This design comes from an exercise in tuning for small area, a short achievable clock period and few clock cycles per item on the open sky130 flow, not from production work. In this exercise RTL edits were held to simulation tests only and were not proved equivalent to the original.

==> flow/design.v <==
module dds_engine (
  input  wire        clk,
  input  wire        rst,             
  input  wire        req_valid,
  output wire        req_ready,
  input  wire [31:0] req_phase_inc,
  input  wire [31:0] req_off1,
  input  wire [31:0] req_off2,
  input  wire [31:0] req_off3,
  input  wire [15:0] req_amp,         
  input  wire        req_en,
  input  wire [1:0]  req_kind,        
  input  wire [1:0]  req_firp,        
  input  wire [2:0]  req_pm,          
  input  wire [15:0] req_alpha,       
  output wire        out_valid,
  input  wire        out_ready,
  output wire [31:0] out_a,           
  output wire [31:0] out_b            
);
  function [11:0] rom;
    input [7:0] k;
    begin
      case (k)
      8'd0: rom = {3'd3, 9'd0};
      8'd1: rom = {3'd3, 9'd3};
      8'd2: rom = {3'd3, 9'd6};
      8'd3: rom = {3'd4, 9'd9};
      8'd4: rom = {3'd3, 9'd13};
      8'd5: rom = {3'd3, 9'd16};
      8'd6: rom = {3'd3, 9'd19};
      8'd7: rom = {3'd3, 9'd22};
      8'd8: rom = {3'd3, 9'd25};
      8'd9: rom = {3'd3, 9'd28};
      8'd10: rom = {3'd3, 9'd31};
      8'd11: rom = {3'd4, 9'd34};
      8'd12: rom = {3'd3, 9'd38};
      8'd13: rom = {3'd3, 9'd41};
      8'd14: rom = {3'd3, 9'd44};
      8'd15: rom = {3'd3, 9'd47};
      8'd16: rom = {3'd3, 9'd50};
      8'd17: rom = {3'd3, 9'd53};
      8'd18: rom = {3'd3, 9'd56};
      8'd19: rom = {3'd4, 9'd59};
      8'd20: rom = {3'd3, 9'd63};
      8'd21: rom = {3'd3, 9'd66};
      8'd22: rom = {3'd3, 9'd69};
      8'd23: rom = {3'd3, 9'd72};
      8'd24: rom = {3'd3, 9'd75};
      8'd25: rom = {3'd3, 9'd78};
      8'd26: rom = {3'd3, 9'd81};
      8'd27: rom = {3'd3, 9'd84};
      8'd28: rom = {3'd3, 9'd87};
      8'd29: rom = {3'd4, 9'd90};
      8'd30: rom = {3'd3, 9'd94};
      8'd31: rom = {3'd3, 9'd97};
      8'd32: rom = {3'd3, 9'd100};
      8'd33: rom = {3'd3, 9'd103};
      8'd34: rom = {3'd3, 9'd106};
      8'd35: rom = {3'd3, 9'd109};
      8'd36: rom = {3'd3, 9'd112};
      8'd37: rom = {3'd3, 9'd115};
      8'd38: rom = {3'd3, 9'd118};
      8'd39: rom = {3'd3, 9'd121};
      8'd40: rom = {3'd3, 9'd124};
      8'd41: rom = {3'd3, 9'd127};
      8'd42: rom = {3'd3, 9'd130};
      8'd43: rom = {3'd3, 9'd133};
      8'd44: rom = {3'd3, 9'd136};
      8'd45: rom = {3'd3, 9'd139};
      8'd46: rom = {3'd3, 9'd142};
      8'd47: rom = {3'd3, 9'd145};
      8'd48: rom = {3'd3, 9'd148};
      8'd49: rom = {3'd3, 9'd151};
      8'd50: rom = {3'd3, 9'd154};
      8'd51: rom = {3'd3, 9'd157};
      8'd52: rom = {3'd3, 9'd160};
      8'd53: rom = {3'd3, 9'd163};
      8'd54: rom = {3'd3, 9'd166};
      8'd55: rom = {3'd3, 9'd169};
      8'd56: rom = {3'd3, 9'd172};
      8'd57: rom = {3'd3, 9'd175};
      8'd58: rom = {3'd3, 9'd178};
      8'd59: rom = {3'd3, 9'd181};
      8'd60: rom = {3'd3, 9'd184};
      8'd61: rom = {3'd3, 9'd187};
      8'd62: rom = {3'd3, 9'd190};
      8'd63: rom = {3'd3, 9'd193};
      8'd64: rom = {3'd2, 9'd196};
      8'd65: rom = {3'd3, 9'd198};
      8'd66: rom = {3'd3, 9'd201};
      8'd67: rom = {3'd3, 9'd204};
      8'd68: rom = {3'd3, 9'd207};
      8'd69: rom = {3'd3, 9'd210};
      8'd70: rom = {3'd3, 9'd213};
      8'd71: rom = {3'd2, 9'd216};
      8'd72: rom = {3'd3, 9'd218};
      8'd73: rom = {3'd3, 9'd221};
      8'd74: rom = {3'd3, 9'd224};
      8'd75: rom = {3'd3, 9'd227};
      8'd76: rom = {3'd3, 9'd230};
      8'd77: rom = {3'd2, 9'd233};
      8'd78: rom = {3'd3, 9'd235};
      8'd79: rom = {3'd3, 9'd238};
      8'd80: rom = {3'd3, 9'd241};
      8'd81: rom = {3'd2, 9'd244};
      8'd82: rom = {3'd3, 9'd246};
      8'd83: rom = {3'd3, 9'd249};
      8'd84: rom = {3'd3, 9'd252};
      8'd85: rom = {3'd2, 9'd255};
      8'd86: rom = {3'd3, 9'd257};
      8'd87: rom = {3'd3, 9'd260};
      8'd88: rom = {3'd2, 9'd263};
      8'd89: rom = {3'd3, 9'd265};
      8'd90: rom = {3'd3, 9'd268};
      8'd91: rom = {3'd2, 9'd271};
      8'd92: rom = {3'd3, 9'd273};
      8'd93: rom = {3'd3, 9'd276};
      8'd94: rom = {3'd2, 9'd279};
      8'd95: rom = {3'd3, 9'd281};
      8'd96: rom = {3'd2, 9'd284};
      8'd97: rom = {3'd3, 9'd286};
      8'd98: rom = {3'd3, 9'd289};
      8'd99: rom = {3'd2, 9'd292};
      8'd100: rom = {3'd3, 9'd294};
      8'd101: rom = {3'd2, 9'd297};
      8'd102: rom = {3'd3, 9'd299};
      8'd103: rom = {3'd2, 9'd302};
      8'd104: rom = {3'd3, 9'd304};
      8'd105: rom = {3'd2, 9'd307};
      8'd106: rom = {3'd3, 9'd309};
      8'd107: rom = {3'd2, 9'd312};
      8'd108: rom = {3'd3, 9'd314};
      8'd109: rom = {3'd2, 9'd317};
      8'd110: rom = {3'd3, 9'd319};
      8'd111: rom = {3'd2, 9'd322};
      8'd112: rom = {3'd3, 9'd324};
      8'd113: rom = {3'd2, 9'd327};
      8'd114: rom = {3'd2, 9'd329};
      8'd115: rom = {3'd3, 9'd331};
      8'd116: rom = {3'd2, 9'd334};
      8'd117: rom = {3'd2, 9'd336};
      8'd118: rom = {3'd3, 9'd338};
      8'd119: rom = {3'd2, 9'd341};
      8'd120: rom = {3'd2, 9'd343};
      8'd121: rom = {3'd3, 9'd345};
      8'd122: rom = {3'd2, 9'd348};
      8'd123: rom = {3'd2, 9'd350};
      8'd124: rom = {3'd3, 9'd352};
      8'd125: rom = {3'd2, 9'd355};
      8'd126: rom = {3'd2, 9'd357};
      8'd127: rom = {3'd2, 9'd359};
      8'd128: rom = {3'd3, 9'd361};
      8'd129: rom = {3'd2, 9'd364};
      8'd130: rom = {3'd2, 9'd366};
      8'd131: rom = {3'd2, 9'd368};
      8'd132: rom = {3'd2, 9'd370};
      8'd133: rom = {3'd2, 9'd372};
      8'd134: rom = {3'd3, 9'd374};
      8'd135: rom = {3'd2, 9'd377};
      8'd136: rom = {3'd2, 9'd379};
      8'd137: rom = {3'd2, 9'd381};
      8'd138: rom = {3'd2, 9'd383};
      8'd139: rom = {3'd2, 9'd385};
      8'd140: rom = {3'd2, 9'd387};
      8'd141: rom = {3'd2, 9'd389};
      8'd142: rom = {3'd2, 9'd391};
      8'd143: rom = {3'd2, 9'd393};
      8'd144: rom = {3'd2, 9'd395};
      8'd145: rom = {3'd2, 9'd397};
      8'd146: rom = {3'd2, 9'd399};
      8'd147: rom = {3'd2, 9'd401};
      8'd148: rom = {3'd2, 9'd403};
      8'd149: rom = {3'd2, 9'd405};
      8'd150: rom = {3'd2, 9'd407};
      8'd151: rom = {3'd1, 9'd409};
      8'd152: rom = {3'd2, 9'd410};
      8'd153: rom = {3'd2, 9'd412};
      8'd154: rom = {3'd2, 9'd414};
      8'd155: rom = {3'd2, 9'd416};
      8'd156: rom = {3'd2, 9'd418};
      8'd157: rom = {3'd1, 9'd420};
      8'd158: rom = {3'd2, 9'd421};
      8'd159: rom = {3'd2, 9'd423};
      8'd160: rom = {3'd2, 9'd425};
      8'd161: rom = {3'd1, 9'd427};
      8'd162: rom = {3'd2, 9'd428};
      8'd163: rom = {3'd2, 9'd430};
      8'd164: rom = {3'd1, 9'd432};
      8'd165: rom = {3'd2, 9'd433};
      8'd166: rom = {3'd2, 9'd435};
      8'd167: rom = {3'd1, 9'd437};
      8'd168: rom = {3'd2, 9'd438};
      8'd169: rom = {3'd1, 9'd440};
      8'd170: rom = {3'd2, 9'd441};
      8'd171: rom = {3'd2, 9'd443};
      8'd172: rom = {3'd1, 9'd445};
      8'd173: rom = {3'd2, 9'd446};
      8'd174: rom = {3'd1, 9'd448};
      8'd175: rom = {3'd2, 9'd449};
      8'd176: rom = {3'd1, 9'd451};
      8'd177: rom = {3'd2, 9'd452};
      8'd178: rom = {3'd1, 9'd454};
      8'd179: rom = {3'd1, 9'd455};
      8'd180: rom = {3'd2, 9'd456};
      8'd181: rom = {3'd1, 9'd458};
      8'd182: rom = {3'd2, 9'd459};
      8'd183: rom = {3'd1, 9'd461};
      8'd184: rom = {3'd1, 9'd462};
      8'd185: rom = {3'd2, 9'd463};
      8'd186: rom = {3'd1, 9'd465};
      8'd187: rom = {3'd1, 9'd466};
      8'd188: rom = {3'd1, 9'd467};
      8'd189: rom = {3'd2, 9'd468};
      8'd190: rom = {3'd1, 9'd470};
      8'd191: rom = {3'd1, 9'd471};
      8'd192: rom = {3'd1, 9'd472};
      8'd193: rom = {3'd1, 9'd473};
      8'd194: rom = {3'd2, 9'd474};
      8'd195: rom = {3'd1, 9'd476};
      8'd196: rom = {3'd1, 9'd477};
      8'd197: rom = {3'd1, 9'd478};
      8'd198: rom = {3'd1, 9'd479};
      8'd199: rom = {3'd1, 9'd480};
      8'd200: rom = {3'd1, 9'd481};
      8'd201: rom = {3'd1, 9'd482};
      8'd202: rom = {3'd1, 9'd483};
      8'd203: rom = {3'd1, 9'd484};
      8'd204: rom = {3'd1, 9'd485};
      8'd205: rom = {3'd1, 9'd486};
      8'd206: rom = {3'd1, 9'd487};
      8'd207: rom = {3'd1, 9'd488};
      8'd208: rom = {3'd1, 9'd489};
      8'd209: rom = {3'd1, 9'd490};
      8'd210: rom = {3'd1, 9'd491};
      8'd211: rom = {3'd0, 9'd492};
      8'd212: rom = {3'd1, 9'd492};
      8'd213: rom = {3'd1, 9'd493};
      8'd214: rom = {3'd1, 9'd494};
      8'd215: rom = {3'd1, 9'd495};
      8'd216: rom = {3'd0, 9'd496};
      8'd217: rom = {3'd1, 9'd496};
      8'd218: rom = {3'd1, 9'd497};
      8'd219: rom = {3'd1, 9'd498};
      8'd220: rom = {3'd0, 9'd499};
      8'd221: rom = {3'd1, 9'd499};
      8'd222: rom = {3'd1, 9'd500};
      8'd223: rom = {3'd0, 9'd501};
      8'd224: rom = {3'd1, 9'd501};
      8'd225: rom = {3'd0, 9'd502};
      8'd226: rom = {3'd1, 9'd502};
      8'd227: rom = {3'd0, 9'd503};
      8'd228: rom = {3'd1, 9'd503};
      8'd229: rom = {3'd1, 9'd504};
      8'd230: rom = {3'd0, 9'd505};
      8'd231: rom = {3'd0, 9'd505};
      8'd232: rom = {3'd1, 9'd505};
      8'd233: rom = {3'd0, 9'd506};
      8'd234: rom = {3'd1, 9'd506};
      8'd235: rom = {3'd0, 9'd507};
      8'd236: rom = {3'd1, 9'd507};
      8'd237: rom = {3'd0, 9'd508};
      8'd238: rom = {3'd0, 9'd508};
      8'd239: rom = {3'd1, 9'd508};
      8'd240: rom = {3'd0, 9'd509};
      8'd241: rom = {3'd0, 9'd509};
      8'd242: rom = {3'd0, 9'd509};
      8'd243: rom = {3'd1, 9'd509};
      8'd244: rom = {3'd0, 9'd510};
      8'd245: rom = {3'd0, 9'd510};
      8'd246: rom = {3'd0, 9'd510};
      8'd247: rom = {3'd0, 9'd510};
      8'd248: rom = {3'd1, 9'd510};
      8'd249: rom = {3'd0, 9'd511};
      8'd250: rom = {3'd0, 9'd511};
      8'd251: rom = {3'd0, 9'd511};
      8'd252: rom = {3'd0, 9'd511};
      8'd253: rom = {3'd0, 9'd511};
      8'd254: rom = {3'd0, 9'd511};
      8'd255: rom = {3'd0, 9'd511};
      endcase
    end
  endfunction
  function [9:0] sine;
    input [19:0] ph;                  
    reg   [1:0]  q;
    reg   [9:0]  f;
    reg   [7:0]  k;
    reg   [11:0] e;
    reg   [2:0]  d, t0, u, t;
    reg          nz;
    begin
      q  = ph[19:18];
      f  = ph[9:0];
      k  = q[0] ? ~ph[17:10] : ph[17:10];
      e  = rom(k);
      d  = e[11:9];
      case (d)
        3'd0: begin t0 = 3'd0;             nz = 1'b0;     end
        3'd1: begin t0 = 3'd0;             nz = |f;       end
        3'd2: begin t0 = {2'b0, f[9]};     nz = |f[8:0];  end
        3'd3: begin t0 = (f >= 10'd683) ? 3'd2 : (f >= 10'd342) ? 3'd1 : 3'd0;
                                           nz = |f;       end
        default: begin t0 = {1'b0, f[9:8]}; nz = |f[7:0]; end
      endcase
      u = t0 + {2'b0, (q[0] ^ q[1]) & nz};
      t = q[0] ? d - u : u;
      sine = {q[1], e[8:0] + {6'b0, t}};
    end
  endfunction
  function signed [9:0] fir_out;
    input [79:0] h;                   
    input [1:0]  firp;
    reg signed [10:0] s0, s1, s2, s3;
    reg signed [15:0] ra, rb, rc, rd, re, acc;
    begin
      s0 = $signed(h[9:0])   + $signed(h[79:70]);
      s1 = $signed(h[19:10]) + $signed(h[69:60]);
      s2 = $signed(h[29:20]) + $signed(h[59:50]);
      s3 = $signed(h[39:30]) + $signed(h[49:40]);
      case (firp)
        2'd0: begin ra = s1;     rb = 2 * s2; rc = 4 * s3; rd = 8 * s3; re = s3;     end
        2'd1: begin ra = s0;     rb = 2 * s1; rc = 4 * s2; rd = 8 * s3; re = s3;     end
        2'd2: begin ra = 4 * s0; rb = 4 * s1; rc = 4 * s2; rd = 4 * s3; re = 16'sd0; end
        default: begin ra = 16'sd0; rb = 16'sd0; rc = 16'sd0; rd = 16'sd0; re = 16'sd0; end
      endcase
      acc = ra + rb + rc + rd + re + 16'sd16;
      fir_out = acc[14:5];
    end
  endfunction
  function [25:0] iir;
    input [25:0] y;
    input [9:0]  x;
    input [41:0] cf;                  
    reg   [9:0]  z;
    reg   [10:0] ehi;
    reg   [26:0] e;
    reg   [27:0] sel, r;
    reg   [41:0] acc, row;
    reg          one, two, neg, pneg;
    integer i;
    begin
      z    = x - {9'd0, cf[40]};
      ehi  = {x[9], x} + {~y[25], ~y[25:16]};
      e    = {ehi, ~y[15:0]};
      acc  = cf[41] ? {z, {16{cf[40]}}, cf[39:24]} : {y, cf[39:24]};
      pneg = 1'b0;
      for (i = 0; i < 8; i = i + 1) begin
        one = cf[i];
        two = cf[8 + i];
        neg = cf[16 + i];
        sel = one ? {e[26], e} : two ? {e, 1'b0} : 28'd0;
        r   = neg ? ~sel : sel;
        if (i == 0)
          row = {12'd0, ~r[27], r[27], r};
        else if (i < 7)
          row = ({13'd0, 1'b1, ~r[27], r[26:0]} << (2*i)) | ({41'd0, pneg} << (2*i - 2));
        else
          row = ({14'd0, ~r[27], r[26:0]} << (2*i)) | ({41'd0, pneg} << (2*i - 2));
        acc  = acc + row;
        pneg = neg;
      end
      iir = acc[41:16];
    end
  endfunction
  function [41:0] iir_cfg;
    input [15:0] alpha;
    reg   [16:0] ae;
    reg   [2:0]  b;
    reg   [7:0]  one, two, neg;
    reg   [16:0] aa;
    reg          dec;
    integer i;
    begin
      ae = {alpha, 1'b0};
      for (i = 0; i < 8; i = i + 1) begin
        b = ae[2*i +: 3];
        one[i] = b[1] ^ b[0];
        two[i] = (b[2] & ~b[1] & ~b[0]) | (~b[2] & b[1] & b[0]);
        neg[i] = b[2] & ~(b[1] & b[0]);
      end
      aa  = {1'b0, alpha} + {2'b0, neg[7], 14'd0};
      dec = alpha[15] & ~aa[16];
      iir_cfg = {alpha[15], dec, aa[15:0], neg, two, one};
    end
  endfunction
  function [79:0] st_next;
    input [79:0] st;
    input signed [9:0] x;
    input [1:0] kind;
    input [41:0] cf;
    begin
      if (kind == 2'd1)
        st_next = {st[79:26], iir(st[25:0], x, cf)};
      else
        st_next = {st[69:0], x};
    end
  endfunction
  function [9:0] cc_of;
    input [79:0] st;
    input [1:0]  kind;
    input [1:0]  firp;
    input        gate;
    reg signed [9:0] y;
    begin
      case (kind)
        2'd1:    y = st[25:16] + {9'b0, st[15]};
        2'd2:    y = fir_out(st, firp);
        default: y = st[9:0];
      endcase
      cc_of = gate ? 10'd512 : {~y[9], y[8:0]};
    end
  endfunction
  reg        rdy;                     
  reg        busy;                    
  reg        pend;                    
  reg [7:0]  tcnt;
  reg        rclr;                    
  reg        chg;                     
  reg        rstq;                    
  reg        v1, v2, v3, v4;          
  reg        f1, f2;                  
  reg        ov, sv;                  
  reg [31:0] P;
  reg [1:0]  k_act;
  reg [31:0] s_inc, s_off1, s_off2, s_off3;
  reg        s_en;
  reg [15:0] s_amp;
  reg [1:0]  c_kind, c_firp;
  reg        c_en;
  reg [2:0]  c_pm;
  reg [41:0] icf;                     
  reg [1:0]  d_kind, d_firp;
  reg        d_en;
  reg [2:0]  d_pm;
  wire adv    = ~sv;
  wire take   = out_ready | ~ov;
  wire lda    = ~busy & ~pend & adv;
  wire start  = lda & req_valid;
  wire issue  = busy & adv;
  wire last   = issue & (tcnt == 8'd255);
  wire ldb    = adv & f1;             
  wire ldc    = adv & f2;             
  wire [41:0] req_cf = iir_cfg(req_alpha);
  wire f1_n   = adv ? (busy & (tcnt == 8'd0)) : f1;
  wire sv_n   = take ? 1'b0 : (sv | v4);
  assign req_ready = rdy;
  assign out_valid = ov;
  reg [19:0] ph0, ph1, ph2, ph3;                  
  reg [9:0]  sm0, sm1, sm2, sm3;                  
  reg [9:0]  x0, x1, x2, x3;                      
  reg [79:0] st0, st1, st2, st3;                  
  reg [39:0] ob, sb;                              
  assign out_a = {6'b0, ob[19:10], 6'b0, ob[9:0]};
  assign out_b = {6'b0, ob[39:30], 6'b0, ob[29:20]};
  wire [31:0] p1 = P + s_off1;
  wire [31:0] p2 = P + s_off2;
  wire [31:0] p3 = P + s_off3;
  wire [39:0] dv = {cc_of(st3, d_kind, d_firp, ~d_en | (d_pm <= 3'd3)),
                    cc_of(st2, d_kind, d_firp, ~d_en | (d_pm <= 3'd2)),
                    cc_of(st1, d_kind, d_firp, ~d_en | (d_pm <= 3'd1)),
                    cc_of(st0, d_kind, d_firp, ~d_en | (d_pm == 3'd0))};
  wire [9:0] xa0, xa1, xa2, xa3;
  dds_amp amp0 (.sm(sm0), .amp(s_amp), .dec(1'b0), .x(xa0));
  dds_amp amp1 (.sm(sm1), .amp(s_amp), .dec(1'b0), .x(xa1));
  dds_amp amp2 (.sm(sm2), .amp(s_amp), .dec(1'b0), .x(xa2));
  dds_amp amp3 (.sm(sm3), .amp(s_amp), .dec(1'b0), .x(xa3));
  always @(posedge clk) begin
    if (rst) begin
      rdy   <= 1'b0;
      busy  <= 1'b0;
      pend  <= 1'b0;
      rclr  <= 1'b1;
      v1    <= 1'b0;
      v2    <= 1'b0;
      v3    <= 1'b0;
      v4    <= 1'b0;
      f1    <= 1'b0;
      f2    <= 1'b0;
      ov    <= 1'b0;
      sv    <= 1'b0;
      k_act <= 2'd0;
    end else begin
      rdy  <= f1_n & ~sv_n;
      busy <= start | (busy & ~last);
      pend <= start | (pend & ~ldb);
      rclr <= 1'b0;
      if (adv) begin
        v1 <= busy;
        v2 <= v1;
        v3 <= v2;
        v4 <= v3;
        f1 <= busy & (tcnt == 8'd0);
        f2 <= f1;
      end
      if (ldb)
        k_act <= req_kind;
      if (take) begin
        ov <= sv | v4;
        sv <= 1'b0;
      end else if (v4 && !sv) begin
        sv <= 1'b1;
      end
    end
    rstq <= rst;
    if (rstq)
      P <= 32'd0;
    else if (issue && s_en)
      P <= P + s_inc;
    if (lda) begin
      s_inc  <= req_phase_inc;
      s_off1 <= req_off1;
      s_off2 <= req_off2;
      s_off3 <= req_off3;
      s_en   <= req_en;
    end
    if (ldb) begin
      s_amp  <= req_amp;
      c_kind <= req_kind;
      c_en   <= req_en;
      c_firp <= req_firp;
      c_pm   <= req_pm;
      icf    <= req_cf;
      chg    <= req_kind != k_act;
    end
    if (ldc) begin
      d_kind <= c_kind;
      d_en   <= c_en;
      d_firp <= c_firp;
      d_pm   <= c_pm;
    end
    if (start)
      tcnt <= 8'd0;
    else if (issue)
      tcnt <= tcnt + 8'd1;
    if (adv) begin
      ph0 <= P[31:12];
      ph1 <= p1[31:12];
      ph2 <= p2[31:12];
      ph3 <= p3[31:12];
      sm0 <= sine(ph0);
      sm1 <= sine(ph1);
      sm2 <= sine(ph2);
      sm3 <= sine(ph3);
      x0  <= xa0;
      x1  <= xa1;
      x2  <= xa2;
      x3  <= xa3;
    end
    if (take)
      ob <= sv ? sb : dv;
    else if (!sv)
      sb <= dv;
    if (rclr || (ldc && chg)) begin
      st0 <= 80'd0;
      st1 <= 80'd0;
      st2 <= 80'd0;
      st3 <= 80'd0;
    end else if (adv && v3 && c_en) begin
      st0 <= st_next(st0, x0, c_kind, icf);
      st1 <= st_next(st1, x1, c_kind, icf);
      st2 <= st_next(st2, x2, c_kind, icf);
      st3 <= st_next(st3, x3, c_kind, icf);
    end
  end
endmodule
module dds_amp (
  input  wire [9:0]  sm,              
  input  wire [15:0] amp,
  input  wire        dec,             
  output wire [9:0]  x
);
  wire [11:0] me = {2'b00, sm[8:0], 1'b0};
  wire [16:0] a  = {1'b0, amp};
  wire t1, t2, t3, t4, t5, t6, t7, t8, t9, t10, t11, t12, t13, t14, t15, t16, t17, t18, t19, t20, t21, t22, t23, t24, t25, t26, t27, t28, t29, t30, t31, t32, t33, t34, t35, t36, t37, t38, t39, t40, t41, t42, t43, t44, t45, t46, t47, t48, t49, t50, t51, t52, t53, t54, t55, t56, t57, t58, t59, t60, t61, t62, t63, t64, t65, t66, t67, t68, t69, t70, t71, t72, t73, t74, t75, t76, t77, t78, t79, t80, t81, t82, t83, t84, t85, t86, t87, t88, t89, t90, t91, t92, t93, t94, t95, t96, t97, t98, t99, t100, t101, t102, t103, t104, t105, t106, t107, t108, t109, t110, t111, t112, t113, t114, t115, t116, t117, t118, t119, t120, t121, t122, t123, t124, t125, t126, t127, t128, t129, t130, t131, t132, t133, t134, t135, t136, t137, t138, t139, t140, t141, t142, t143, t144, t145, t146, t147, t148, t149, t150, t151, t152, t153, t154, t155, t156, t157, t158, t159, t160, t161, t162, t163, t164, t165, t166, t167, t168, t169, t170, t171, t172, t173, t174, t175, t176, t177, t178, t179, t180, t181, t182, t183, t184, t185, t186, t187, t188, t189, t190, t191, t192, t193, t194, t195, t196, t197, t198, t199, t200, t201, t202, t203, t204, t205, t206, t207, t208, t209, t210, t211, t212, t213, t214, t215, t216, t217, t218, t219, t220, t221, t222, t223, t224, t225, t226, t227, t228, t229, t230, t231, t232, t233, t234, t235, t236, t237, t238, t239, t240, t241, t242, t243, t244, t245, t246, t247, t248, t249, t250, t251;
  assign t1 = me[1] ^ me[0];
  assign t2 = (me[2] & ~me[1] & ~me[0]) | (~me[2] & me[1] & me[0]);
  assign t3 = me[2] ^ sm[9];
  assign t4 = me[3] ^ me[2];
  assign t5 = (me[4] & ~me[3] & ~me[2]) | (~me[4] & me[3] & me[2]);
  assign t6 = me[4] ^ sm[9];
  assign t7 = me[5] ^ me[4];
  assign t8 = (me[6] & ~me[5] & ~me[4]) | (~me[6] & me[5] & me[4]);
  assign t9 = me[6] ^ sm[9];
  assign t10 = me[7] ^ me[6];
  assign t11 = (me[8] & ~me[7] & ~me[6]) | (~me[8] & me[7] & me[6]);
  assign t12 = me[8] ^ sm[9];
  assign t13 = me[9] ^ me[8];
  assign t14 = (me[10] & ~me[9] & ~me[8]) | (~me[10] & me[9] & me[8]);
  assign t15 = me[10] ^ sm[9];
  assign t16 = ((t1 & a[0]) ^ t3);
  assign t17 = t3;
  assign t18 = (((t1 & a[1]) | (t2 & a[0])) ^ t3);
  assign t19 = (((t1 & a[2]) | (t2 & a[1])) ^ t3);
  assign t20 = ((t4 & a[0]) ^ t6);
  assign t21 = t6;
  assign t22 = (((t1 & a[3]) | (t2 & a[2])) ^ t3);
  assign t23 = (((t4 & a[1]) | (t5 & a[0])) ^ t6);
  assign t24 = (((t1 & a[4]) | (t2 & a[3])) ^ t3);
  assign t25 = (((t4 & a[2]) | (t5 & a[1])) ^ t6);
  assign t26 = ((t7 & a[0]) ^ t9);
  assign t27 = t9;
  assign t28 = (((t1 & a[5]) | (t2 & a[4])) ^ t3);
  assign t29 = (((t4 & a[3]) | (t5 & a[2])) ^ t6);
  assign t30 = (((t7 & a[1]) | (t8 & a[0])) ^ t9);
  assign t31 = (((t1 & a[6]) | (t2 & a[5])) ^ t3);
  assign t32 = (((t4 & a[4]) | (t5 & a[3])) ^ t6);
  assign t33 = (((t7 & a[2]) | (t8 & a[1])) ^ t9);
  assign t34 = ((t10 & a[0]) ^ t12);
  assign t35 = t12;
  assign t36 = (((t1 & a[7]) | (t2 & a[6])) ^ t3);
  assign t37 = (((t4 & a[5]) | (t5 & a[4])) ^ t6);
  assign t38 = (((t7 & a[3]) | (t8 & a[2])) ^ t9);
  assign t39 = (((t10 & a[1]) | (t11 & a[0])) ^ t12);
  assign t40 = (((t1 & a[8]) | (t2 & a[7])) ^ t3);
  assign t41 = (((t4 & a[6]) | (t5 & a[5])) ^ t6);
  assign t42 = (((t7 & a[4]) | (t8 & a[3])) ^ t9);
  assign t43 = (((t10 & a[2]) | (t11 & a[1])) ^ t12);
  assign t44 = ((t13 & a[0]) ^ t15);
  assign t45 = t15;
  assign t46 = (((t1 & a[9]) | (t2 & a[8])) ^ t3);
  assign t47 = (((t4 & a[7]) | (t5 & a[6])) ^ t6);
  assign t48 = (((t7 & a[5]) | (t8 & a[4])) ^ t9);
  assign t49 = (((t10 & a[3]) | (t11 & a[2])) ^ t12);
  assign t50 = (((t13 & a[1]) | (t14 & a[0])) ^ t15);
  assign t51 = (((t1 & a[10]) | (t2 & a[9])) ^ t3);
  assign t52 = (((t4 & a[8]) | (t5 & a[7])) ^ t6);
  assign t53 = (((t7 & a[6]) | (t8 & a[5])) ^ t9);
  assign t54 = (((t10 & a[4]) | (t11 & a[3])) ^ t12);
  assign t55 = (((t13 & a[2]) | (t14 & a[1])) ^ t15);
  assign t56 = (((t1 & a[11]) | (t2 & a[10])) ^ t3);
  assign t57 = (((t4 & a[9]) | (t5 & a[8])) ^ t6);
  assign t58 = (((t7 & a[7]) | (t8 & a[6])) ^ t9);
  assign t59 = (((t10 & a[5]) | (t11 & a[4])) ^ t12);
  assign t60 = (((t13 & a[3]) | (t14 & a[2])) ^ t15);
  assign t61 = (((t1 & a[12]) | (t2 & a[11])) ^ t3);
  assign t62 = (((t4 & a[10]) | (t5 & a[9])) ^ t6);
  assign t63 = (((t7 & a[8]) | (t8 & a[7])) ^ t9);
  assign t64 = (((t10 & a[6]) | (t11 & a[5])) ^ t12);
  assign t65 = (((t13 & a[4]) | (t14 & a[3])) ^ t15);
  assign t66 = (((t1 & a[13]) | (t2 & a[12])) ^ t3);
  assign t67 = (((t4 & a[11]) | (t5 & a[10])) ^ t6);
  assign t68 = (((t7 & a[9]) | (t8 & a[8])) ^ t9);
  assign t69 = (((t10 & a[7]) | (t11 & a[6])) ^ t12);
  assign t70 = (((t13 & a[5]) | (t14 & a[4])) ^ t15);
  assign t71 = (((t1 & a[14]) | (t2 & a[13])) ^ t3);
  assign t72 = (((t4 & a[12]) | (t5 & a[11])) ^ t6);
  assign t73 = (((t7 & a[10]) | (t8 & a[9])) ^ t9);
  assign t74 = (((t10 & a[8]) | (t11 & a[7])) ^ t12);
  assign t75 = (((t13 & a[6]) | (t14 & a[5])) ^ t15);
  assign t76 = ~dec;
  assign t77 = (((t1 & a[15]) | (t2 & a[14])) ^ t3);
  assign t78 = (((t4 & a[13]) | (t5 & a[12])) ^ t6);
  assign t79 = (((t7 & a[11]) | (t8 & a[10])) ^ t9);
  assign t80 = (((t10 & a[9]) | (t11 & a[8])) ^ t12);
  assign t81 = (((t13 & a[7]) | (t14 & a[6])) ^ t15);
  assign t82 = (((t1 & a[16]) | (t2 & a[15])) ^ t3);
  assign t83 = (((t4 & a[14]) | (t5 & a[13])) ^ t6);
  assign t84 = (((t7 & a[12]) | (t8 & a[11])) ^ t9);
  assign t85 = (((t10 & a[10]) | (t11 & a[9])) ^ t12);
  assign t86 = (((t13 & a[8]) | (t14 & a[7])) ^ t15);
  assign t87 = ~t3;
  assign t88 = (((t4 & a[15]) | (t5 & a[14])) ^ t6);
  assign t89 = (((t7 & a[13]) | (t8 & a[12])) ^ t9);
  assign t90 = (((t10 & a[11]) | (t11 & a[10])) ^ t12);
  assign t91 = (((t13 & a[9]) | (t14 & a[8])) ^ t15);
  assign t92 = (((t4 & a[16]) | (t5 & a[15])) ^ t6);
  assign t93 = (((t7 & a[14]) | (t8 & a[13])) ^ t9);
  assign t94 = (((t10 & a[12]) | (t11 & a[11])) ^ t12);
  assign t95 = (((t13 & a[10]) | (t14 & a[9])) ^ t15);
  assign t96 = ~t6;
  assign t97 = (((t7 & a[15]) | (t8 & a[14])) ^ t9);
  assign t98 = (((t10 & a[13]) | (t11 & a[12])) ^ t12);
  assign t99 = (((t13 & a[11]) | (t14 & a[10])) ^ t15);
  assign t100 = (((t7 & a[16]) | (t8 & a[15])) ^ t9);
  assign t101 = (((t10 & a[14]) | (t11 & a[13])) ^ t12);
  assign t102 = (((t13 & a[12]) | (t14 & a[11])) ^ t15);
  assign t103 = ~t9;
  assign t104 = (((t10 & a[15]) | (t11 & a[14])) ^ t12);
  assign t105 = (((t13 & a[13]) | (t14 & a[12])) ^ t15);
  assign t106 = (((t10 & a[16]) | (t11 & a[15])) ^ t12);
  assign t107 = (((t13 & a[14]) | (t14 & a[13])) ^ t15);
  assign t108 = ~t12;
  assign t109 = (((t13 & a[15]) | (t14 & a[14])) ^ t15);
  assign t110 = (((t13 & a[16]) | (t14 & a[15])) ^ t15);
  assign t111 = ~t15;
  assign t112 = t76 ^ t77;
  assign t113 = t76 & t77;
  assign t114 = t82 ^ t83;
  assign t115 = t82 & t83;
  assign t116 = t31 ^ t32;
  assign t117 = t31 & t32;
  assign t118 = t36 ^ t37;
  assign t119 = t36 & t37;
  assign t120 = t40 ^ t41 ^ t42;
  assign t121 = (t40 & t41) | (t40 & t42) | (t41 & t42);
  assign t122 = t43 ^ t44;
  assign t123 = t43 & t44;
  assign t124 = t46 ^ t47 ^ t48;
  assign t125 = (t46 & t47) | (t46 & t48) | (t47 & t48);
  assign t126 = t49 ^ t50;
  assign t127 = t49 & t50;
  assign t128 = t51 ^ t52 ^ t53;
  assign t129 = (t51 & t52) | (t51 & t53) | (t52 & t53);
  assign t130 = t54 ^ t55;
  assign t131 = t54 & t55;
  assign t132 = t56 ^ t57 ^ t58;
  assign t133 = (t56 & t57) | (t56 & t58) | (t57 & t58);
  assign t134 = t59 ^ t60;
  assign t135 = t59 & t60;
  assign t136 = t61 ^ t62 ^ t63;
  assign t137 = (t61 & t62) | (t61 & t63) | (t62 & t63);
  assign t138 = t64 ^ t65;
  assign t139 = t64 & t65;
  assign t140 = t66 ^ t67 ^ t68;
  assign t141 = (t66 & t67) | (t66 & t68) | (t67 & t68);
  assign t142 = t69 ^ t70;
  assign t143 = t69 & t70;
  assign t144 = t71 ^ t72 ^ t73;
  assign t145 = (t71 & t72) | (t71 & t73) | (t72 & t73);
  assign t146 = t74 ^ t75 ^ 1'b1;
  assign t147 = (t74 & t75) | (t74 & 1'b1) | (t75 & 1'b1);
  assign t148 = t78 ^ t79 ^ t80;
  assign t149 = (t78 & t79) | (t78 & t80) | (t79 & t80);
  assign t150 = t81 ^ 1'b1 ^ t112;
  assign t151 = (t81 & 1'b1) | (t81 & t112) | (1'b1 & t112);
  assign t152 = t84 ^ t85 ^ t86;
  assign t153 = (t84 & t85) | (t84 & t86) | (t85 & t86);
  assign t154 = 1'b1 ^ t113 ^ t114;
  assign t155 = (1'b1 & t113) | (1'b1 & t114) | (t113 & t114);
  assign t156 = t87 ^ t88 ^ t89;
  assign t157 = (t87 & t88) | (t87 & t89) | (t88 & t89);
  assign t158 = t90 ^ t91 ^ t115;
  assign t159 = (t90 & t91) | (t90 & t115) | (t91 & t115);
  assign t160 = t92 ^ t93 ^ t94;
  assign t161 = (t92 & t93) | (t92 & t94) | (t93 & t94);
  assign t162 = t95 ^ 1'b1;
  assign t163 = t95 & 1'b1;
  assign t164 = t96 ^ t97 ^ t98;
  assign t165 = (t96 & t97) | (t96 & t98) | (t97 & t98);
  assign t166 = t100 ^ t101;
  assign t167 = t100 & t101;
  assign t168 = t24 ^ t25;
  assign t169 = t24 & t25;
  assign t170 = t28 ^ t29;
  assign t171 = t28 & t29;
  assign t172 = t33 ^ t34 ^ t35;
  assign t173 = (t33 & t34) | (t33 & t35) | (t34 & t35);
  assign t174 = t38 ^ t39 ^ t117;
  assign t175 = (t38 & t39) | (t38 & t117) | (t39 & t117);
  assign t176 = t45 ^ t119 ^ t120;
  assign t177 = (t45 & t119) | (t45 & t120) | (t119 & t120);
  assign t178 = t121 ^ t123 ^ t124;
  assign t179 = (t121 & t123) | (t121 & t124) | (t123 & t124);
  assign t180 = t125 ^ t127 ^ t128;
  assign t181 = (t125 & t127) | (t125 & t128) | (t127 & t128);
  assign t182 = t129 ^ t131 ^ t132;
  assign t183 = (t129 & t131) | (t129 & t132) | (t131 & t132);
  assign t184 = t133 ^ t135 ^ t136;
  assign t185 = (t133 & t135) | (t133 & t136) | (t135 & t136);
  assign t186 = t137 ^ t139 ^ t140;
  assign t187 = (t137 & t139) | (t137 & t140) | (t139 & t140);
  assign t188 = t141 ^ t143 ^ t144;
  assign t189 = (t141 & t143) | (t141 & t144) | (t143 & t144);
  assign t190 = t145 ^ t147 ^ t148;
  assign t191 = (t145 & t147) | (t145 & t148) | (t147 & t148);
  assign t192 = t149 ^ t151 ^ t152;
  assign t193 = (t149 & t151) | (t149 & t152) | (t151 & t152);
  assign t194 = t153 ^ t155 ^ t156;
  assign t195 = (t153 & t155) | (t153 & t156) | (t155 & t156);
  assign t196 = t157 ^ t159 ^ t160;
  assign t197 = (t157 & t159) | (t157 & t160) | (t159 & t160);
  assign t198 = t99 ^ t161 ^ t163;
  assign t199 = (t99 & t161) | (t99 & t163) | (t161 & t163);
  assign t200 = t102 ^ 1'b1 ^ t165;
  assign t201 = (t102 & 1'b1) | (t102 & t165) | (1'b1 & t165);
  assign t202 = t103 ^ t104 ^ t105;
  assign t203 = (t103 & t104) | (t103 & t105) | (t104 & t105);
  assign t204 = t106 ^ t107;
  assign t205 = t106 & t107;
  assign t206 = t19 ^ t20;
  assign t207 = t19 & t20;
  assign t208 = t22 ^ t23;
  assign t209 = t22 & t23;
  assign t210 = t26 ^ t27 ^ t168;
  assign t211 = (t26 & t27) | (t26 & t168) | (t27 & t168);
  assign t212 = t30 ^ t169 ^ t170;
  assign t213 = (t30 & t169) | (t30 & t170) | (t169 & t170);
  assign t214 = t116 ^ t171 ^ t172;
  assign t215 = (t116 & t171) | (t116 & t172) | (t171 & t172);
  assign t216 = t118 ^ t173 ^ t174;
  assign t217 = (t118 & t173) | (t118 & t174) | (t173 & t174);
  assign t218 = t122 ^ t175 ^ t176;
  assign t219 = (t122 & t175) | (t122 & t176) | (t175 & t176);
  assign t220 = t126 ^ t177 ^ t178;
  assign t221 = (t126 & t177) | (t126 & t178) | (t177 & t178);
  assign t222 = t130 ^ t179 ^ t180;
  assign t223 = (t130 & t179) | (t130 & t180) | (t179 & t180);
  assign t224 = t134 ^ t181 ^ t182;
  assign t225 = (t134 & t181) | (t134 & t182) | (t181 & t182);
  assign t226 = t138 ^ t183 ^ t184;
  assign t227 = (t138 & t183) | (t138 & t184) | (t183 & t184);
  assign t228 = t142 ^ t185 ^ t186;
  assign t229 = (t142 & t185) | (t142 & t186) | (t185 & t186);
  assign t230 = t146 ^ t187 ^ t188;
  assign t231 = (t146 & t187) | (t146 & t188) | (t187 & t188);
  assign t232 = t150 ^ t189 ^ t190;
  assign t233 = (t150 & t189) | (t150 & t190) | (t189 & t190);
  assign t234 = t154 ^ t191 ^ t192;
  assign t235 = (t154 & t191) | (t154 & t192) | (t191 & t192);
  assign t236 = t158 ^ t193 ^ t194;
  assign t237 = (t158 & t193) | (t158 & t194) | (t193 & t194);
  assign t238 = t162 ^ t195 ^ t196;
  assign t239 = (t162 & t195) | (t162 & t196) | (t195 & t196);
  assign t240 = t164 ^ t197 ^ t198;
  assign t241 = (t164 & t197) | (t164 & t198) | (t197 & t198);
  assign t242 = t166 ^ t199 ^ t200;
  assign t243 = (t166 & t199) | (t166 & t200) | (t199 & t200);
  assign t244 = t167 ^ t201 ^ t202;
  assign t245 = (t167 & t201) | (t167 & t202) | (t201 & t202);
  assign t246 = 1'b1 ^ t203 ^ t204;
  assign t247 = (1'b1 & t203) | (1'b1 & t204) | (t203 & t204);
  assign t248 = t108 ^ t109 ^ t205;
  assign t249 = (t108 & t109) | (t108 & t205) | (t109 & t205);
  assign t250 = t110 ^ 1'b1;
  assign t251 = t110 & 1'b1;
  wire [25:0] s = {t111, t249, t247, t245, t243, t241, t239, t237, t235, t233, t231, t229, t227, t225, t223, t221, t219, t217, t215, t213, t211, t209, t207, t21, t18, t16};
  wire [25:0] c = {t251, t250, t248, t246, t244, t242, t240, t238, t236, t234, t232, t230, t228, t226, t224, t222, t220, t218, t216, t214, t212, t210, t208, t206, 1'b0, t17};
  wire [25:0] acc = s + c;
  assign x = acc[24:15];
endmodule
==> flow/flow/run.sh <==
#!/bin/bash
# The standard layout (the standard.sh), with the port buffers that
# global placement inserts made buf_4 cells instead of the default choice.
set -euo pipefail
export BUFFER_PORTS_ARGS="-buffer_cell sky130_fd_sc_hd__buf_4"
bash standard.sh > standard.log 2>&1
==> flow/standard.sh <==
#!/bin/bash
# synth_recipe.tcl (not shown) runs the flow's synth.tcl, then flattens the netlist and writes it again
# the make line also repeats each setting of config.mk as NAME=value (left out here)
make -C /OpenROAD-flow-scripts/flow DESIGN_CONFIG=/design/flow/config.mk WORK_HOME=/design/flow/orfs CLKGATE_MAP_FILE= SYNTH_SCRIPT=/design/flow/synth_recipe.tcl "${@:-finish}"
==> flow/config.mk <==
export PLATFORM = sky130hd
export DESIGN_NAME = dds_engine
export DESIGN_NICKNAME = dds_engine
export VERILOG_FILES = /design/flow/design.v
export SDC_FILE = /design/flow/constraint.sdc
export NUM_CORES = 4
export LEC_CHECK = 0
export ABC_AREA = 1
export CAP_MARGIN = 20
export CORE_MARGIN = 2
export CORE_UTILIZATION = 60
export CTS_CLUSTER_DIAMETER = 100
export CTS_CLUSTER_SIZE = 30
export PLACE_DENSITY = 0.72
export SLEW_MARGIN = 50
export SYNTH_MEMORY_MAX_BITS = 65536
==> flow/constraint.sdc <==
create_clock -name core_clock -period 30.0 [get_ports {clk}]
set_input_delay 6.0000 -clock core_clock [delete_from_list [all_inputs] [get_ports {clk}]]
set_output_delay 6.0000 -clock core_clock [all_outputs]
set_load 0.01 [all_outputs]
==> results.json, run 1 <==
{
  "postCtsSetupRepairBufs": 0,
  "tightest_slew_ps": 800,
  "finalHoldViolations": 0,
  "holdPathStages": 0,
  "cp_slowest_stage_delay_ps": 500,
  "area_delta_synth_final_pct": 5.05,
  "fmax_mhz": 133,
  "ys_ff_latch": 816,
  "fin_ws_ps": 22500,
  "r2r_start": "st3[21]",
  "synthArstFlopShare": 0,
  "synth-compound-area-share": 0.177,
  "drc": 0,
  "clock_skew_ps": 96.4,
  "wl_per_cell_um": 23.6,
  "synthAdderAreaFrac": 0.274,
  "setup_violations": 0,
  "synth_top_area_frac": 0.173,
  "die_w_um": 464,
  "synth_top_family_by_area": "adder cells",
  "crit_path_end_kind": "output pin",
  "gp_congestion": 1.03,
  "status": "complete, no violations",
  "design_area_um2": 133000,
  "synth_most_common_cell": "nand2_1",
  "grt_max_degree": 128,
  "clockBufferDepth": 3,
  "synth_area_um2": 127000,
  "synth_commonest_cells": "nand2_1 (3003), inv_1 (2713), xor2_1 (1434), a21oi_1 (1217), o22ai_1 (1214)",
  "yosysWarnings": 1,
  "fin_crit_ps": 7500,
  "worst_path_max_delay_cell": "edfxtp_1",
  "drv_cap": 0,
  "ff2ff_path_depth": 28,
  "grt_use_total": 0.423,
  "cts_buffers": 50,
  "numPortBuffers": 213,
  "use_met3": 0.0847,
  "vias": 121777,
  "grt_setup_unrepaired": "false",
  "seq_area_um2": 20800,
  "first_global_vias": 120738,
  "cp.required_ps": 24000,
  "fillers": 19112,
  "holdBufCountCts": 0,
  "place_worst_setup_slack_ps": 22440,
  "drive_gt1_frac": 0.0478,
  "cts_max_level": 2,
  "rows": 168,
  "via_per_inst": 6.19,
  "overflow": 0,
  "initial_core_util": 0.605,
  "cts_sinks": 816,
  "synth.area.mux_share": 0.000237,
  "die_y_um": 464,
  "drt_iter0_drc": 12512,
  "synth-xor-area-share": 0.111,
  "grt_pass1_wl_um": 709000,
  "placed_area_um2": 131000,
  "path_delay_family": "flip-flops",
  "tns_ps": 0,
  "synth-seq-area-share": 0.164,
  "crit_type": "flip-flop to output pin",
  "netlist_instances": 17170,
  "hold_path_startpoint": "c_firp[1]",
  "rr_endpoint": "st3[18]",
  "dp_hpwl_um": 349000,
  "maxSlewViolCount": 0,
  "drtPass1Iterations": 9,
  "clk_pin_slew_worst_paths_ps": 110,
  "synthSimpleGateAreaFrac": 0.163,
  "routed_wl_um": 464000,
  "post-route-period-util": 0.250,
  "met1_usage": 0.492,
  "synth_edf_count": 442,
  "io_pins": 238,
  "coreArea_um2": 210000,
  "synth_cell_type_count": 70,
  "syn_avg_cell_area_um2": 7.39,
  "crit_path_start": "ob[25]",
  "die-area_um2": 215000,
  "clock_latency_ps": 800,
  "cts_root_buf": "clkbuf_16",
  "met2_usage": 0.694,
  "hold_slack_ps": 448,
  "startpoint_type": "flip-flop",
  "crit_chain": "buf_4",
  "yosys.area.top_type": "fa_1",
  "slew_headroom": 0.466,
  "synth_ff_type": "edfxtp_1",
  "grt_antenna_before_repair": 14,
  "worstPathMaxFanout": 1,
  "nNetsFinal": 19108,
  "cp.buffers_inverters": 1,
  "busiest_layer": "met2",
  "cts_resized": 0,
  "rrSetupSlack_ps": 22520,
  "hold_class": "flip-flop to flip-flop",
  "multi_input_area_um2": 92700,
  "worst_ep_arrival_time_ps": 1500,
  "antenna_left": 0,
  "yosys-top-cells-area": "fa_1 (17%), edfxtp_1 (10%), ha_1 (10%)",
  "worstHoldEndpoint": "d_firp[1]",
  "cts_tree": "built"
}
-- worst max-delay path by stage --
stage               cells past startpoint        to  slack [ps]
floorplan                               6   tcnt[3]       18660
global placement                        4    ob[24]       22230
detailed placement                      5       rdy       22440
CTS                                     1  out_b[2]       22510
global route                           22    st3[8]       22300
finish                                  1  out_b[5]       22500
-- routing by layer --
layer	vias to the layer above	wire, µm
met4	14	41100
met2	7021	212000
met1	57166	165000
li1	55625	-
met5	-	92
met3	1951	46100
-- registers in the layout (all words and copies together) (netlist names), 20 cells and up --
register and count:
ph1 20, icf 40, st3 80, st2 80, ph3 20, st0 80, st1 80, s_off1 32
s_inc 32, s_off2 32, ph2 20, ob 40, ph0 20, P 32, sb 40, s_off3 32
-- placed cells by master, fill, tap and decap left out, drive strengths merged, types with 16 or more instances in the layout --
cell	count
nand3b	20
a211oi	78
o21ai	824
nor4	24
clkinv	47
o31ai	22
edfxtp	442
nor3	136
o2111ai	25
o211ai	110
a221oi	21
nand4	98
conb	24
o21a	60
xnor2	146
a31oi	73
or2	74
a21boi	16
o22ai	1214
nand2	3013
clkbuf	60
ha	1028
dfxtp	374
a21oi	1217
nand3	623
inv	2768
buf	471
xor2	1440
o221ai	34
nor2	1070
fa	1097
a21o	60
o21bai	69
-- final cells by class --
| type | count | share of cell area |
|---|---|---|
| multi-input combinational | 12688 | 0.695 |
| sequential | 816 | 0.156 |
| inverter | 2779 | 0.0788 |
| timing repair buffer | 476 | 0.0288 |
| tap | 2805 | 0.0263 |
| clock buffer | 55 | 0.00960 |
| clock inverter | 39 | 0.00541 |
| antenna | 6 | 0.000113 |
-- cell families (layout without fill, tap and decap cells) --
kind of cell	after synthesis	in the layout
compound gates	3870	3870
xor+xnor	1586	1586
fa+ha+maj	2125	2125
buf+inv	3689	3349
flops	816	816
mux	3	3
other cells	1	30
simple gates	5080	5080
-- through the flow --
step	util	instances
after floorplan	-	17193
after global placement	0.622	19553
after detailed placement	0.625	19560
after CTS	0.634	19654
after global routing	0.635	19658
final	0.635	19664
Testbench counts, summed over its fixed seeds: cycles 24,712, items 24,576.
==> inputs of run 2 (changes only) <==
--- a/flow/config.mk
+++ b/flow/config.mk
@@ -10,6 +10,6 @@
 export CORE_MARGIN = 2
-export CORE_UTILIZATION = 60
+export CORE_UTILIZATION = 70
 export CTS_CLUSTER_DIAMETER = 100
 export CTS_CLUSTER_SIZE = 30
-export PLACE_DENSITY = 0.72
+export PLACE_DENSITY = 0.8
 export SLEW_MARGIN = 50
==> run 2 against run 1 <==
Compared with the run above:
- still clean on timing, DRC and antenna
- cell area decreased by 0.31%
- setup slack got worse by 220 ps
- non-clock buffer count decreased by 14
- cell count decreased by 2.2%
- critical path depth increased by 21
- global-route usage increased by 6.7 points
- via count increased by 3.2%
- clock-buffer cell count increased by 5
- fmax decreased by 2.8%
==> results.json, run 2 <==
{
  "cts_resized": 0,
  "wl_per_cell_um": 24.0,
  "final_cell_mix": "nand2_1 (2986), inv_1 (2701), xor2_1 (1420)",
  "synth_cell_type_count": 70,
  "yosys.area.top_type": "fa_1",
  "grt_pass1_wl_um": 704000,
  "antenna_left": 0,
  "vias": 125690,
  "synth_commonest_cells": "nand2_1 (3003), inv_1 (2713), xor2_1 (1434), a21oi_1 (1217), o22ai_1 (1214)",
  "worst_path_max_delay_cell": "nand2_8",
  "grt_setup_unrepaired": "false",
  "slew_headroom": 0.410,
  "yosysWarnings": 1,
  "tns_ps": 0,
  "cts_tree": "built",
  "setup_violations": 0,
  "overflow": 0,
  "fmax_mhz": 129,
  "drive_gt1_frac": 0.0474,
  "grt_max_degree": 114,
  "rrSetupSlack_ps": 22280,
  "dp_hpwl_um": 339000,
  "first_global_vias": 122862,
  "post-route-period-util": 0.257,
  "nNetsFinal": 19095,
  "drt_iter0_drc": 15696,
  "busiest_layer": "met2",
  "cp.required_ps": 30690,
  "cts_buffers": 51,
  "clk_pin_slew_worst_paths_ps": 120,
  "synthArstFlopShare": 0,
  "grt_antenna_before_repair": 25,
  "cts_sinks": 816,
  "final_common_cell": "nand2_1",
  "drtPass1Iterations": 14,
  "drv_cap": 0,
  "crit_type": "flip-flop to flip-flop",
  "routed_wl_um": 462000,
  "synth_top_area_frac": 0.173,
  "synth_ff_type": "edfxtp_1",
  "r2r_start": "icf[4]",
  "crit_path_end_kind": "flip-flop",
  "clock_skew_ps": 63.8,
  "drc": 0,
  "numPortBuffers": 213,
  "met1_usage": 0.550,
  "hold_class": "flip-flop to flip-flop",
  "cts_root_buf": "clkbuf_16",
  "clockBufferDepth": 3,
  "clock_latency_ps": 830,
  "coreArea_um2": 181000,
  "grt_use_total": 0.490,
  "syn_avg_cell_area_um2": 7.39,
  "initial_core_util": 0.703,
  "synth_edf_count": 442,
  "rows": 156,
  "gp_congestion": 1.06,
  "worst_ep_arrival_time_ps": 8410,
  "cp_slowest_stage_delay_ps": 780,
  "io_pins": 238,
  "area_delta_synth_final_pct": 4.72,
  "status": "complete, no violations",
  "final_util": 0.736,
  "fin_crit_ps": 7720,
  "use_met3": 0.149,
  "fillers": 14415,
  "die_w_um": 430,
  "stdcell_count": 19229,
  "die_y_um": 430,
  "worstPathMaxFanout": 66,
  "met2_usage": 0.751,
  "die-area_um2": 185000,
  "maxSlewViolCount": 0,
  "hold_path_startpoint": "c_firp[1]",
  "netlist_instances": 17170,
  "synth_most_common_cell": "nand2_1",
  "via_per_inst": 6.54,
  "cts_max_level": 2,
  "hold_slack_ps": 419,
  "ys_ff_latch": 816,
  "holdBufCountCts": 0,
  "tightest_slew_ps": 882,
  "postCtsSetupRepairBufs": 0,
  "startpoint_type": "flip-flop",
  "post-place-cells": 19105,
  "synth-seq-area-share": 0.164,
  "synth_area_um2": 127000,
  "yosys-top-cells-area": "fa_1 (17%), edfxtp_1 (10%), ha_1 (10%)",
  "finalHoldViolations": 0,
  "crit_chain": "clkinv_2 -> nand2_8 -> buf_4 -> o22ai_1 -> xor2_1 -> fa_1 -> inv_1 -> fa_1 -> fa_1 -> inv_1 -> fa_1 -> inv_1 -> ha_1 -> nand2_1 -> nor2_1 -> inv_1 -> nor4_1 -> nand4_1 -> nand3_1 -> nor2_1 -> o21ai_0 -> a21oi_1",
  "crit_path_start": "icf[4]"
}
run 2: cell counts after synthesis:
Identical to the previous run, type by type.
run 2: final timing paths:
kind               end  cells after the start
min          d_firp[1]                      0
min reg2reg  d_firp[1]                      0
max reg2reg    st2[21]                     22
max            st2[21]                     22
run 2: worst max-delay path, delay by kind of cell (launching register included):
family | cells | cell delay, ps
fa+ha+maj | 5 | 2450
simple gates | 7 | 2190
buf+inv | 6 | 1590
flops | 1 | 640
compound gates | 3 | 440
xor+xnor | 1 | 210
run 2: through the flow:
stage | instance area (µm²) | worst slack (ps)
2_1_floorplan | 127000 | 18660
3_3_place_gp | 130000 | 22290
3_5_place_dp | 131000 | 22480
4_1_cts | 133000 | 22580
5_1_grt | 133000 | 22120
6_report | 133000 | 22280
run 2: cell type report:
cell class | count | area, µm² | share of cell area
inverters | 2779 | 10500 | 0.0791
well taps | 2370 | 2970 | 0.0223
clock inverters | 36 | 733 | 0.00551
clock buffers | 60 | 1330 | 0.0100
diodes | 18 | 45.0 | 0.000339
flip-flops and latches | 816 | 20800 | 0.156
multi-input cells | 12688 | 92700 | 0.698
repair buffers | 462 | 3840 | 0.0289
run 2: kinds of logic after synthesis:
logic type,synth area share
xor gates and xnor gates,0.111
AOI/OAI and AO/OA,0.177
DFF,0.164
muxes,0.000237
adders and majority gates,0.274
other,0.0000295
and+or+nand+nor,0.163
buffers and inverters,0.111
run 2: routing by layer:
| metal | share of wire | vias up |
|---|---|---|
| met3 | 0.13 | 2946 |
| met2 | 0.43 | 9144 |
| li1 | - | 55665 |
| met1 | 0.33 | 57913 |
| met4 | 0.11 | 22 |
| met5 | 0.00039 | - |

==> separate check: timing with driven ports <==
In the flow no input, the clock included, has a driving cell. The finished layouts below were timed again as built, in two steps. Step 1 (the two cells are an assumption about what drives the block):
set clk [get_ports {clk}]
set_driving_cell -lib_cell sky130_fd_sc_hd__clkbuf_16 $clk
set_driving_cell -lib_cell sky130_fd_sc_hd__buf_2 [delete_from_list [all_inputs] $clk]
Step 2, shift: input delay + t, output delay - t, t = (earliest + latest rising clock arrival at the registers) / 2. This alone moves slack from input paths to output paths. a / b / c = ideal / step 1 / step 2; a / b = the first two.
run	t (ns)	slack for setup (ns)	worst setup path after step 2	latest minus earliest clock arrival (ns)	pins driven straight from the clock port
run 1	0.854	22.495 / 22.401 / 22.437	input to register	0.111 / 0.112	1
run 2	0.898	22.277 / 22.277 / 22.277	register to register	0.082 / 0.081	1
After both steps every run listed still meets setup and hold. For run 1, which loses most, drivers alone change the setup slack by -0.094 ns; drivers and shift together by -0.058 ns.
